Context: an optimization exercise on an open-source flow, tuned for small area, a short achievable clock period and few clock cycles. The choices shown serve that exercise and are no tape-out recipe.
In this exercise RTL edits were held to simulation tests only and were not proved equivalent to the original.

## wip/garnet
==> flow/design.v <==
module montpow32 (
    input  wire        clk,
    input  wire        rst,       
    input  wire        start,     
    input  wire [1:0]  variant,
    input  wire [31:0] n,
    input  wire [31:0] ninv,
    input  wire [31:0] rmodn,
    input  wire [31:0] base,
    input  wire [31:0] exp,
    output wire        ready,
    output reg         done,
    output wire [31:0] result
);
    localparam integer K  = 4;
    localparam integer NC = 32 / K;
    localparam integer CW = (NC > 16) ? 5 : (NC > 8) ? 4 : (NC > 4) ? 3 : (NC > 2) ? 2 : 1;
    localparam [1:0] S_IDLE = 2'd0,
                     S_MUL  = 2'd1,    
                     S_SQ   = 2'd2,    
                     S_FIN  = 2'd3;    
    reg [1:0]    state;
    reg [CW-1:0] cnt;
    reg          pendm;     
    reg          pendc;     
    reg          fin_cp;    
    reg          ready_q;
    reg          fin_mul;   
    reg          first;     
    reg          qany;      
    reg [1:0]  var_q;
    reg [31:0] n_q;
    reg [31:0] res_q;
    reg [31:0] base_q;
    reg [31:0] k_q;
    reg [32:0] s_q;
    reg [32:0] c_q;
    reg           init;      
    reg  [K-1:0]  xd;        
    reg           q0;        
    wire [31:0]   xw   = (state == S_SQ) ? base_q : res_q;
    wire [CW-1:0] cnt1 = cnt + 1'b1;
    wire [K-1:0]  xd_cont = xw[cnt1*K +: K];    
    wire [32:0] ss [0:K];
    wire [32:0] cc [0:K];
    wire [K-1:0] qv;
    wire [K:0]   qc;    
    assign qc[0] = 1'b0;
    assign ss[0] = init ? 33'd0 : s_q;
    assign cc[0] = init ? 33'd0 : c_q;
    genvar gi;
    generate
        for (gi = 0; gi < K; gi = gi + 1) begin : g_step
            wire [33:0] s0 = {1'b0, ss[gi]};
            wire [33:0] c0 = {1'b0, cc[gi]};
            wire [33:0] a  = xd[gi] ? {2'b00, base_q} : 34'd0;
            wire [33:0] m1;
            wire [33:0] c1 = {m1[32:0], 1'b0};
            wire        q;
            wire [33:0] b  = q ? {2'b00, n_q} : 34'd0;
            wire [33:0] s1, s2, m2;
            genvar gj;
            for (gj = 0; gj < 34; gj = gj + 1) begin : g_fa
                assign {m1[gj], s1[gj]} = {1'b0, s0[gj]} + {1'b0, c0[gj]} + {1'b0, a[gj]};
                assign {m2[gj], s2[gj]} = {1'b0, s1[gj]} + {1'b0, c1[gj]} + {1'b0, b[gj]};
            end
            assign      q  = (gi == 0) ? q0 : qc[gi];
            if (gi + 1 < K) begin : g_qn
                assign qc[gi+1] = (s1[1] ^ m1[0] ^ (xd[gi+1] & base_q[0])) ^ (q & ~n_q[1]);
            end else begin : g_qk
                assign qc[gi+1] = s1[1] ^ m1[0] ^ (q & ~n_q[1]);
            end
            wire [33:0] c2 = {m2[32:0], 1'b0};
            assign qv[gi]    = q;
            assign ss[gi+1]  = s2[33:1];
            assign cc[gi+1]  = c2[33:1];
        end
    endgenerate
    wire [32:0] t  = s_q + c_q;
    wire [33:0] o  = var_q[1] ? (qany ? 34'd0 : {2'b00, n_q}) : ~{2'b00, n_q};
    wire [33:0] u  = {1'b0, t} + o + {33'd0, ~var_q[1]};
    wire        use_u   = var_q[1] | ~u[33];
    wire [31:0] fin_res = use_u ? u[31:0] : t[31:0];
    assign ready  = ready_q;
    assign result = res_q;
    always @(posedge clk) begin
        s_q  <= ss[K];
        c_q  <= cc[K];
        qany <= (init ? 1'b0 : qany) | (|qv);
        init <= 1'b0;
        xd   <= xd_cont;
        q0   <= qc[K] ^ (xd_cont[0] & base_q[0]);
        if (rst) begin
            state   <= S_IDLE;
            ready_q <= 1'b1;
            done    <= 1'b0;
            pendm   <= 1'b0;
            pendc   <= 1'b0;
            cnt     <= {CW{1'b0}};
        end else begin
            done <= 1'b0;
            case (state)
                S_IDLE: begin
                    var_q  <= variant;
                    n_q    <= n;
                    base_q <= base;
                    res_q  <= rmodn;
                    k_q    <= exp;
                    first  <= 1'b1;
                    pendm  <= 1'b0;
                    pendc  <= 1'b0;
                    cnt    <= {CW{1'b0}};
                    init   <= 1'b1;
                    xd     <= (exp[0] & variant[1]) ? rmodn[K-1:0] : base[K-1:0];
                    q0     <= ((exp[0] & variant[1]) ? rmodn[0] : base[0]) & base[0];
                    if (start) begin
                        if (exp == 32'd0) begin
                            done <= 1'b1;
                        end else begin
                            ready_q <= 1'b0;
                            if (exp[0] & variant[1]) begin
                                state <= S_MUL;
                            end else begin
                                if (exp[0]) begin
                                    first <= 1'b0;
                                    pendc <= 1'b1;
                                end
                                if (exp[31:1] != 31'd0) begin
                                    state <= S_SQ;
                                end else begin
                                    state   <= S_FIN;
                                    fin_mul <= 1'b1;
                                    fin_cp  <= 1'b1;
                                end
                            end
                        end
                    end
                end
                S_MUL: begin
                    cnt <= cnt + 1'b1;
                    if (cnt == NC - 1) begin
                        cnt   <= {CW{1'b0}};
                        first <= 1'b0;
                        if (k_q[31:1] != 31'd0) begin
                            state <= S_SQ;
                            pendm <= 1'b1;
                            init  <= 1'b1;
                            xd    <= base_q[K-1:0];
                            q0    <= base_q[0];
                        end else begin
                            state   <= S_FIN;
                            fin_mul <= 1'b1;
                            fin_cp  <= 1'b0;
                        end
                    end
                end
                S_SQ: begin
                    if (pendm | pendc)
                        res_q <= pendc ? base_q : fin_res;
                    pendm <= 1'b0;
                    pendc <= 1'b0;
                    cnt <= cnt + 1'b1;
                    if (cnt == NC - 1) begin
                        cnt     <= {CW{1'b0}};
                        state   <= S_FIN;
                        fin_mul <= 1'b0;
                    end
                end
                S_FIN: begin
                    if (fin_mul) begin
                        res_q   <= fin_cp ? base_q : fin_res;
                        done    <= 1'b1;
                        ready_q <= 1'b1;
                        state   <= S_IDLE;
                    end else begin
                        base_q <= fin_res;
                        k_q    <= {1'b0, k_q[31:1]};
                        if (k_q[1] & ~(first & ~var_q[1])) begin
                            state <= S_MUL;
                            init  <= 1'b1;
                            xd    <= res_q[K-1:0];
                            q0    <= res_q[0] & fin_res[0];
                        end else begin
                            if (k_q[1]) begin
                                res_q <= fin_res;
                                first <= 1'b0;
                            end
                            if (k_q[31:2] != 30'd0) begin
                                state <= S_SQ;
                                init  <= 1'b1;
                                xd    <= fin_res[K-1:0];
                                q0    <= fin_res[0];
                            end else begin
                                done    <= 1'b1;
                                ready_q <= 1'b1;
                                state   <= S_IDLE;
                            end
                        end
                    end
                end
            endcase
        end
    end
endmodule
export LEC_CHECK = 0
export CAP_MARGIN = 20
export CORE_MARGIN = 2
export CORE_UTILIZATION = 60
export PLACE_DENSITY = 0.7
export SLEW_MARGIN = 20
create_clock -name core_clock -period 15.0 [get_ports {clk}]
standard.sh (not shown) runs the stock make flow with config.mk's settings and CLKGATE_MAP_FILE= SYNTH_SCRIPT=/design/flow/synth_recipe.tcl, a recipe that flattens the netlist after the stock synthesis.
==> flow/flow/run.sh <==
#!/bin/bash
# Standard ORFS layout, with repair_timing aiming for extra setup slack and
# full adders left to ABC instead of the adder cells.
set -euo pipefail
MARGIN=$(cat flow/margin.txt)
bash standard.sh SETUP_SLACK_MARGIN=$MARGIN ADDER_MAP_FILE= finish > make_finish.log 2>&1
==> flow/flow/margin.txt <==
10
wip/garnet reached the final stage; the timing, design-rule and antenna checks on its layout passed.
Testbench counts of wip/garnet, summed over its fixed seeds: cycles 316,342.
Setup changes, wip/garnet to wip/pepper
==> flow/flow/run.sh <==
#!/bin/bash
# Standard ORFS layout, with repair_timing aiming for extra setup slack.
set -euo pipefail
MARGIN=$(cat flow/margin.txt)
bash standard.sh SETUP_SLACK_MARGIN=$MARGIN finish > make_finish.log 2>&1
- As far as count of sequential standard cells goes, wip/pepper and wip/garnet are indistinguishable; the numbers are identical.
- Synthesized instance count went down by more than a quarter going from wip/garnet to wip/pepper.
- Global-route usage over all layers (wip/pepper over wip/garnet): increase, 0.20 points
- [compare] base=wip/garnet new=wip/pepper: final routed wirelength across all metal layers fell by about 9%; number of ordinary and repair buffers in the finished layout grew by 13%.
Inputs modified between wip/pepper and wip/delta:
==> flow/flow/margin.txt <==
9
[summary]
- On clock skew: between wip/pepper and wip/delta, it ends up higher for wip/delta.
- Relative to wip/pepper, slack of the critical path decreased by 0.66 ns in wip/delta.
- Global-route usage: lower on wip/delta
Setup changes, wip/delta to wip/lagoon
- changing PLACE_DENSITY from 0.7 to 0.6
==> flow/flow/margin.txt <==
10
[summary]
wip/lagoon went all the way through synthesis, placement and routing and the layout is clean on timing, DRC and antenna.
Delta (wip/lagoon minus wip/delta): layout overhead on the synthesized area up 13 points, final wirelength now sits higher, final standard cell area without fillers grew by about 11%, global-route wire length before repair has increased.
The following lists how wip/onyx was set up differently from wip/lagoon:
- changing PLACE_DENSITY from 0.6 to 0.7
- changing CAP_MARGIN from 20 to 0
- changing SLEW_MARGIN from 20 to 0
### Flow results
Relative to wip/lagoon, the global-route usage of wip/onyx is lower by 0.67 points.
Lower routed length per instance goes to wip/onyx over wip/lagoon.
[compare] base=wip/lagoon new=wip/onyx: initial antenna violation count went down by 1.
> inputs changed (wip/onyx -> wip/raven)
- changing SLEW_MARGIN from 0 to 20
- changing PLACE_DENSITY from 0.7 to 0.6
- changing CAP_MARGIN from 0 to 20
- changing CORE_UTILIZATION from 60 to 50
==> comparison <==
On synthesis-to-layout area growth, the lower figure sits with wip/onyx, not wip/raven.
Total non-filler cell area in the finished layout, wip/raven and wip/onyx: smaller value in wip/onyx

==> port drivers added, routing unchanged <==
Ports are ideal in the flow. The routed layouts listed here were re-timed in OpenROAD.
Step 1 (the two cells are an assumption about what drives the block):
set clk [get_ports {clk}]
set_driving_cell -lib_cell sky130_fd_sc_hd__clkbuf_16 $clk
set_driving_cell -lib_cell sky130_fd_sc_hd__buf_2 [delete_from_list [all_inputs] $clk]
Step 2 adds t to the input delays and takes it off the output delays; t is the mean of the earliest and latest rising clock arrival at the registers after step 1. Input paths then give back, and output paths get back, about the clock's delay inside the block.
Slacks: ideal / step 1 / step 2; pairs: ideal / step 1.
run	shift t [ns]	setup slack, ns	cell pins on the clock port's net
wip/garnet	0.631	9.816 / 9.816 / 9.538	1
wip/pepper	0.617	9.899 / 9.899 / 9.584	1
wip/delta	0.602	9.236 / 9.236 / 9.188	1
wip/lagoon	0.608	9.677 / 9.677 / 9.545	1
wip/onyx	0.617	9.899 / 9.899 / 9.584	1
wip/raven	0.621	9.813 / 9.813 / 9.533	1
After both steps setup and hold are still met in every run listed.
